Source: an optimization exercise on an open RTL-to-GDS flow (aim: small area). Production flows keep margins and buffers that such runs may drop.
At most, simulation tests tie the RTL to the original design; equivalence was not proved.
Power figures rest on the tool's default switching activity, not on a simulated workload. No driver is modelled on the clock port, so clocking that relies on it looks cheaper here than on a real chip.

Setup of build 66:
// rpi433_core
module rpi433_core (
    input  wire        clk,
    input  wire        rst,
    input  wire        rx_in,
    input  wire        cmd_valid,
    input  wire [11:0] cmd,
    input  wire [15:0] rd_addr,
    output wire        tx_out,
    output wire        tx_busy,
    output wire        rx_done,
    output wire        rx_ovr,
    output wire        cmd_err,
    output wire [2:0]  rx_stat,
    output wire [4:0]  rx_cause,
    output wire [7:0]  rx_len,
    output wire [5:0]  rx_nbytes,
    output wire [15:0] min_low,
    output wire [15:0] min_high,
    output wire [7:0]  rd_data
);
Size: ~2300 cells after synthesis, ~970 flip-flops, ~99 I/O pins.
Settings: LEC_CHECK=0, CAP_MARGIN=20, CORE_MARGIN=2, CORE_UTILIZATION=40, CTS_BUF_LIST=sky130_fd_sc_hd__clkbuf_4, CTS_CLUSTER_DIAMETER=30, CTS_CLUSTER_SIZE=9, SLEW_MARGIN=20; clock period 12.0 ns.
run.sh (not shown) runs the stock make flow with config.mk's settings and CLKGATE_MAP_FILE= SYNTH_SCRIPT=/design/flow/synth_recipe.tcl, a recipe that flattens the netlist after the stock synthesis.
Changes in trial 61 relative to build 66:
-- flow/config.mk --
<<< build 66, line 10
export CORE_UTILIZATION = 40
export CTS_BUF_LIST = sky130_fd_sc_hd__clkbuf_4
export CTS_CLUSTER_DIAMETER = 30
export CTS_CLUSTER_SIZE = 9
export SLEW_MARGIN = 20
>>> trial 61, line 10
export CORE_UTILIZATION = 40
export CTS_BUF_LIST = sky130_fd_sc_hd__clkbuf_8
export CTS_CLUSTER_DIAMETER = 50
export CTS_CLUSTER_SIZE = 18
export SLEW_MARGIN = 20
[summary]
Of build 66 and trial 61, the lower routed wire length belongs to trial 61.
Build 66 → trial 61: count of TritonRoute iterations in the first routing pass flat, vias per cell climbed about 0.44%, final setup slack of the worst path has increased, total power shrank by 6.1%.
In trial 61 the combinational cell fraction of total power turned out 0.7 points higher than in build 66.
Build 66 -> trial 61: cell internal power dissipation decreased by a few percent
Going from build 66 to trial 61, the via count of the first global-routing pass was found to have gone down by 4.3%.
No functional check of the RTL was part of any run of this note.

========
rpi433_core, a different RTL version from the one above (not shown whole).
Size in the first run: about 2600 cells after synthesis, ~980 flip-flops, ~99 I/O pins.
==> flow/config.mk <==
export PLATFORM = sky130hd
export DESIGN_NAME = rpi433_core
export DESIGN_NICKNAME = rpi433_core
export VERILOG_FILES = /design/flow/design.v
export SDC_FILE = /design/flow/constraint.sdc
export NUM_CORES = 4
export LEC_CHECK = 0
export CAP_MARGIN = 20
export CORE_MARGIN = 2
export CORE_UTILIZATION = 40
export CTS_BUF_LIST = sky130_fd_sc_hd__clkbuf_8
export CTS_CLUSTER_DIAMETER = 50
export CTS_CLUSTER_SIZE = 18
export SLEW_MARGIN = 20
==> flow/constraint.sdc <==
create_clock -name core_clock -period 12.0 [get_ports {clk}]
set_input_delay 2.4000 -clock core_clock [delete_from_list [all_inputs] [get_ports {clk}]]
set_output_delay 2.4000 -clock core_clock [all_outputs]
set_load 0.01 [all_outputs]
standard.sh (not shown) runs the stock make flow with config.mk's settings and CLKGATE_MAP_FILE= SYNTH_SCRIPT=/design/flow/synth_recipe.tcl, a recipe that flattens the netlist after the stock synthesis.
==> flow/flow/run.sh <==
#!/bin/bash
# Standard layout, with the smallest buffer on the ports and no dummy clock loads.
set -euo pipefail
export BUFFER_PORTS_ARGS="-buffer_cell sky130_fd_sc_hd__buf_1"
export CTS_ARGS="-sink_clustering_enable -repair_clock_nets -sink_clustering_size 26 -sink_clustering_max_diameter 70 -buf_list sky130_fd_sc_hd__clkbuf_16 -dont_use_dummy_load"
bash standard.sh > flow.log 2>&1
The starting point finished with timing, DRC and antenna clean.
Change:
==> flow/run.sh (new file) <==
#!/bin/bash
# synth_recipe.tcl (not shown) runs the flow's synth.tcl, then flattens the netlist and writes it again
# the make line also repeats each setting of config.mk as NAME=value (left out here)
make -C /OpenROAD-flow-scripts/flow DESIGN_CONFIG=/design/flow/config.mk WORK_HOME=/design/flow/orfs CLKGATE_MAP_FILE= SYNTH_SCRIPT=/design/flow/synth_recipe.tcl finish
removed: flow/flow/run.sh
removed: flow/standard.sh
What happened:
- global-route usage increases by 0.48 points
- utilization rises by 1.7 points
- final area came out higher by 3.8%
- clock-buffer cell count rose by 46
- die area does not change
- sequential power stays flat
- wire length climbs by 2.6%
- register-to-register slack gains 0.08 ns
- power increases by 9.3%
- non-clock buffer count is lower by 3
Change:
==> flow/flow/run.sh (new file) <==
#!/bin/bash
# Standard layout, with the smallest buffer on the ports and no dummy clock loads.
set -euo pipefail
export BUFFER_PORTS_ARGS="-buffer_cell sky130_fd_sc_hd__buf_1"
export CTS_ARGS="-sink_clustering_enable -repair_clock_nets -sink_clustering_size 28 -sink_clustering_max_diameter 40 -buf_list sky130_fd_sc_hd__clkbuf_16 -dont_use_dummy_load"
bash standard.sh > flow.log 2>&1
==> flow/standard.sh (new file) <==
#!/bin/bash
# synth_recipe.tcl (not shown) runs the flow's synth.tcl, then flattens the netlist and writes it again
# the make line also repeats each setting of config.mk as NAME=value (left out here)
make -C /OpenROAD-flow-scripts/flow DESIGN_CONFIG=/design/flow/config.mk WORK_HOME=/design/flow/orfs CLKGATE_MAP_FILE= SYNTH_SCRIPT=/design/flow/synth_recipe.tcl "${@:-finish}"
removed: flow/run.sh
Outcome:
- worst hold slack got worse by 0.066 ns
- wire length drops by 0.77%
- critical path depth does not change
- global-route usage came out lower by 0.11 points
- count of clock-buffer cells in the layout is higher by 19
- setup slack gets better by 0.78 ns
- via count goes down by 0.50%
- sequential share of layout area went down by 0.33 points
- final cell count drops by 1.4%
- cell area rose by 0.63%
No functional check of the RTL was part of any run of this note.

========
rpi433_core again, from the RTL that the note above started with.
export LEC_CHECK = 0
export CAP_MARGIN = 20
export CORE_MARGIN = 2
export CORE_UTILIZATION = 40
export CTS_BUF_LIST = sky130_fd_sc_hd__clkbuf_8
export CTS_CLUSTER_DIAMETER = 50
export CTS_CLUSTER_SIZE = 18
export SLEW_MARGIN = 20
create_clock -name core_clock -period 12.0 [get_ports {clk}]
==> flow/flow/run.sh <==
#!/bin/bash
# Standard layout, with the smallest buffer on the ports and no dummy clock loads.
set -euo pipefail
export BUFFER_PORTS_ARGS="-buffer_cell sky130_fd_sc_hd__buf_1"
export CTS_ARGS="-sink_clustering_enable -repair_clock_nets -sink_clustering_size 36 -sink_clustering_max_diameter 40 -buf_list sky130_fd_sc_hd__clkbuf_16 -dont_use_dummy_load"
bash standard.sh > flow.log 2>&1
The starting point completed with no timing, DRC or antenna violations.
Then changed:
==> flow/flow/run.sh (replaced) <==
#!/bin/bash
# Standard layout, with the smallest buffer on the ports and no dummy clock loads.
set -euo pipefail
export BUFFER_PORTS_ARGS="-buffer_cell sky130_fd_sc_hd__buf_1"
export CTS_ARGS="-sink_clustering_enable -repair_clock_nets -sink_clustering_size 20 -sink_clustering_max_diameter 45 -buf_list sky130_fd_sc_hd__clkbuf_8 -dont_use_dummy_load"
bash standard.sh > flow.log 2>&1
=> The new run completed with no timing, DRC or antenna violations; final cell count hardly moves; total power drops by 15%; synthesized area is unchanged; worst setup slack gains 19 ps.
Function was not checked in any run of this note: the RTL went through the layout flow alone.

========
== red ==
rpi433_core, a different RTL version from the one above (not shown whole).
For scale: ~970 flip-flops, roughly 99 I/O pins, roughly 29,000 µm² of cells after synthesis.
Settings: LEC_CHECK=0, CAP_MARGIN=20, CORE_MARGIN=2, CORE_UTILIZATION=75, GPL_TIMING_DRIVEN=0, PLACE_DENSITY=0.88, SLEW_MARGIN=20; clock period 12.0 ns.
==> flow/flow/run.sh <==
#!/bin/bash
# Layout flow: the standard flow (standard.sh) with these changes.
#  1. Synthesis is the standard one, but ABC maps the logic with flow/abc_map.script
#     (area-recovering mapping rounds) instead of ORFS's abc_speed.script, and adders
#     are left to ABC (no ADDER_MAP_FILE) instead of being mapped to ha/fa cells first.
#     Registers are mapped before ABC runs, so they are the standard synthesis's
#     registers.
#  2. Ports are buffered with sky130_fd_sc_hd__buf_1.
#  3. CTS uses clkbuf_16 with larger sink clusters and inserts no dummy loads.
#  4. The buffers synthesis puts on pass-through (constant) outputs are removed at
#     floorplan (REMOVE_ABC_BUFFERS), as timing-driven placement would otherwise do.
# Each step's output goes to a log file in this folder.
set -euo pipefail
here=$(pwd)
rm -rf "$here/scripts_abc"
cp -r "$FLOW_HOME/scripts" "$here/scripts_abc"
cp "$here/flow/abc_map.script" "$here/scripts_abc/abc_speed.script"
export REMOVE_ABC_BUFFERS=1
export BUFFER_PORTS_ARGS="-buffer_cell sky130_fd_sc_hd__buf_1"
export CTS_ARGS="-sink_clustering_enable -repair_clock_nets -sink_clustering_size 32 -sink_clustering_max_diameter 80 -buf_list sky130_fd_sc_hd__clkbuf_16 -dont_use_dummy_load"
SCRIPTS_DIR="$here/scripts_abc" ADDER_MAP_FILE= bash standard.sh synth > "$here/synth.log" 2>&1
bash standard.sh > "$here/layout.log" 2>&1
==> flow/flow/abc_map.script <==
&get -n
&st
&dc2
&dch -f
&nf -R 1000 -p -F 8 -A 4
&st
&syn2
&dc2
&if -g -K 6
&synch2
&nf -R 1000 -p -F 8 -A 4
&st
&syn2
&if -g -K 6
&synch2
&nf -R 1000 -p -F 8 -A 4
&st
&dc2
&dch -f
&nf -R 1000 -p -F 8 -A 4
&put
topo
stime -c
dnsize -c
## Diff of input files: blue against red
--- a/flow/flow/run.sh
+++ b/flow/flow/run.sh
@@ -18,5 +18,5 @@
 export REMOVE_ABC_BUFFERS=1
 export BUFFER_PORTS_ARGS="-buffer_cell sky130_fd_sc_hd__buf_1"
-export CTS_ARGS="-sink_clustering_enable -repair_clock_nets -sink_clustering_size 32 -sink_clustering_max_diameter 80 -buf_list sky130_fd_sc_hd__clkbuf_16 -dont_use_dummy_load"
+export CTS_ARGS="-sink_clustering_enable -repair_clock_nets -sink_clustering_size 30 -sink_clustering_max_diameter 80 -buf_list sky130_fd_sc_hd__clkbuf_16 -dont_use_dummy_load"
 SCRIPTS_DIR="$here/scripts_abc" ADDER_MAP_FILE= bash standard.sh synth > "$here/synth.log" 2>&1
 bash standard.sh > "$here/layout.log" 2>&1
[summary]
red -> blue: share of the final layout cell area in multi-input gates flat
Between blue and red, the post-route cell area figures differ only marginally.
blue gives more number of buffers added by the clock tree synthesis step than red did.

[separate check: timing with driven ports]
Ports are ideal in the flow. The routed layouts listed here were re-timed in OpenROAD. Step 1, drivers: a clkbuf_16 drives clk and a buf_2 each remaining input, both assumed. Step 2 times the ports against the registers' clock, not the clock port: input delays grow and output delays shrink by t, the midpoint of the rising clock arrivals with the driver on. Three values: no drivers, after step 1, after step 2; two values: the first two.
run	shift t [ns]	slack for setup (ns)	worst register clock-pin slew, ns	worst slew at a driven data input, ns
build 66	1.046	3.085 / 3.064 / 3.064	0.10 / 0.10	0.04
trial 61	0.729	3.089 / 3.068 / 3.068	0.11 / 0.11	0.04
the first run of note 2	0.662	3.800 / 3.777 / 3.777	0.10 / 0.10	0.07
the second run of note 2	0.780	2.989 / 2.957 / 2.957	0.11 / 0.11	0.06
the third run of note 2	0.700	3.770 / 3.747 / 3.747	0.07 / 0.07	0.05
the first run of note 3	0.697	3.824 / 3.801 / 3.801	0.07 / 0.07	0.06
the second run of note 3	0.744	3.843 / 3.820 / 3.820	0.11 / 0.11	0.05
red	0.654	2.655 / 2.622 / 2.622	0.12 / 0.12	0.07
blue	0.650	2.698 / 2.665 / 2.665	0.11 / 0.11	0.07
After both steps setup and hold are still met in every run listed.
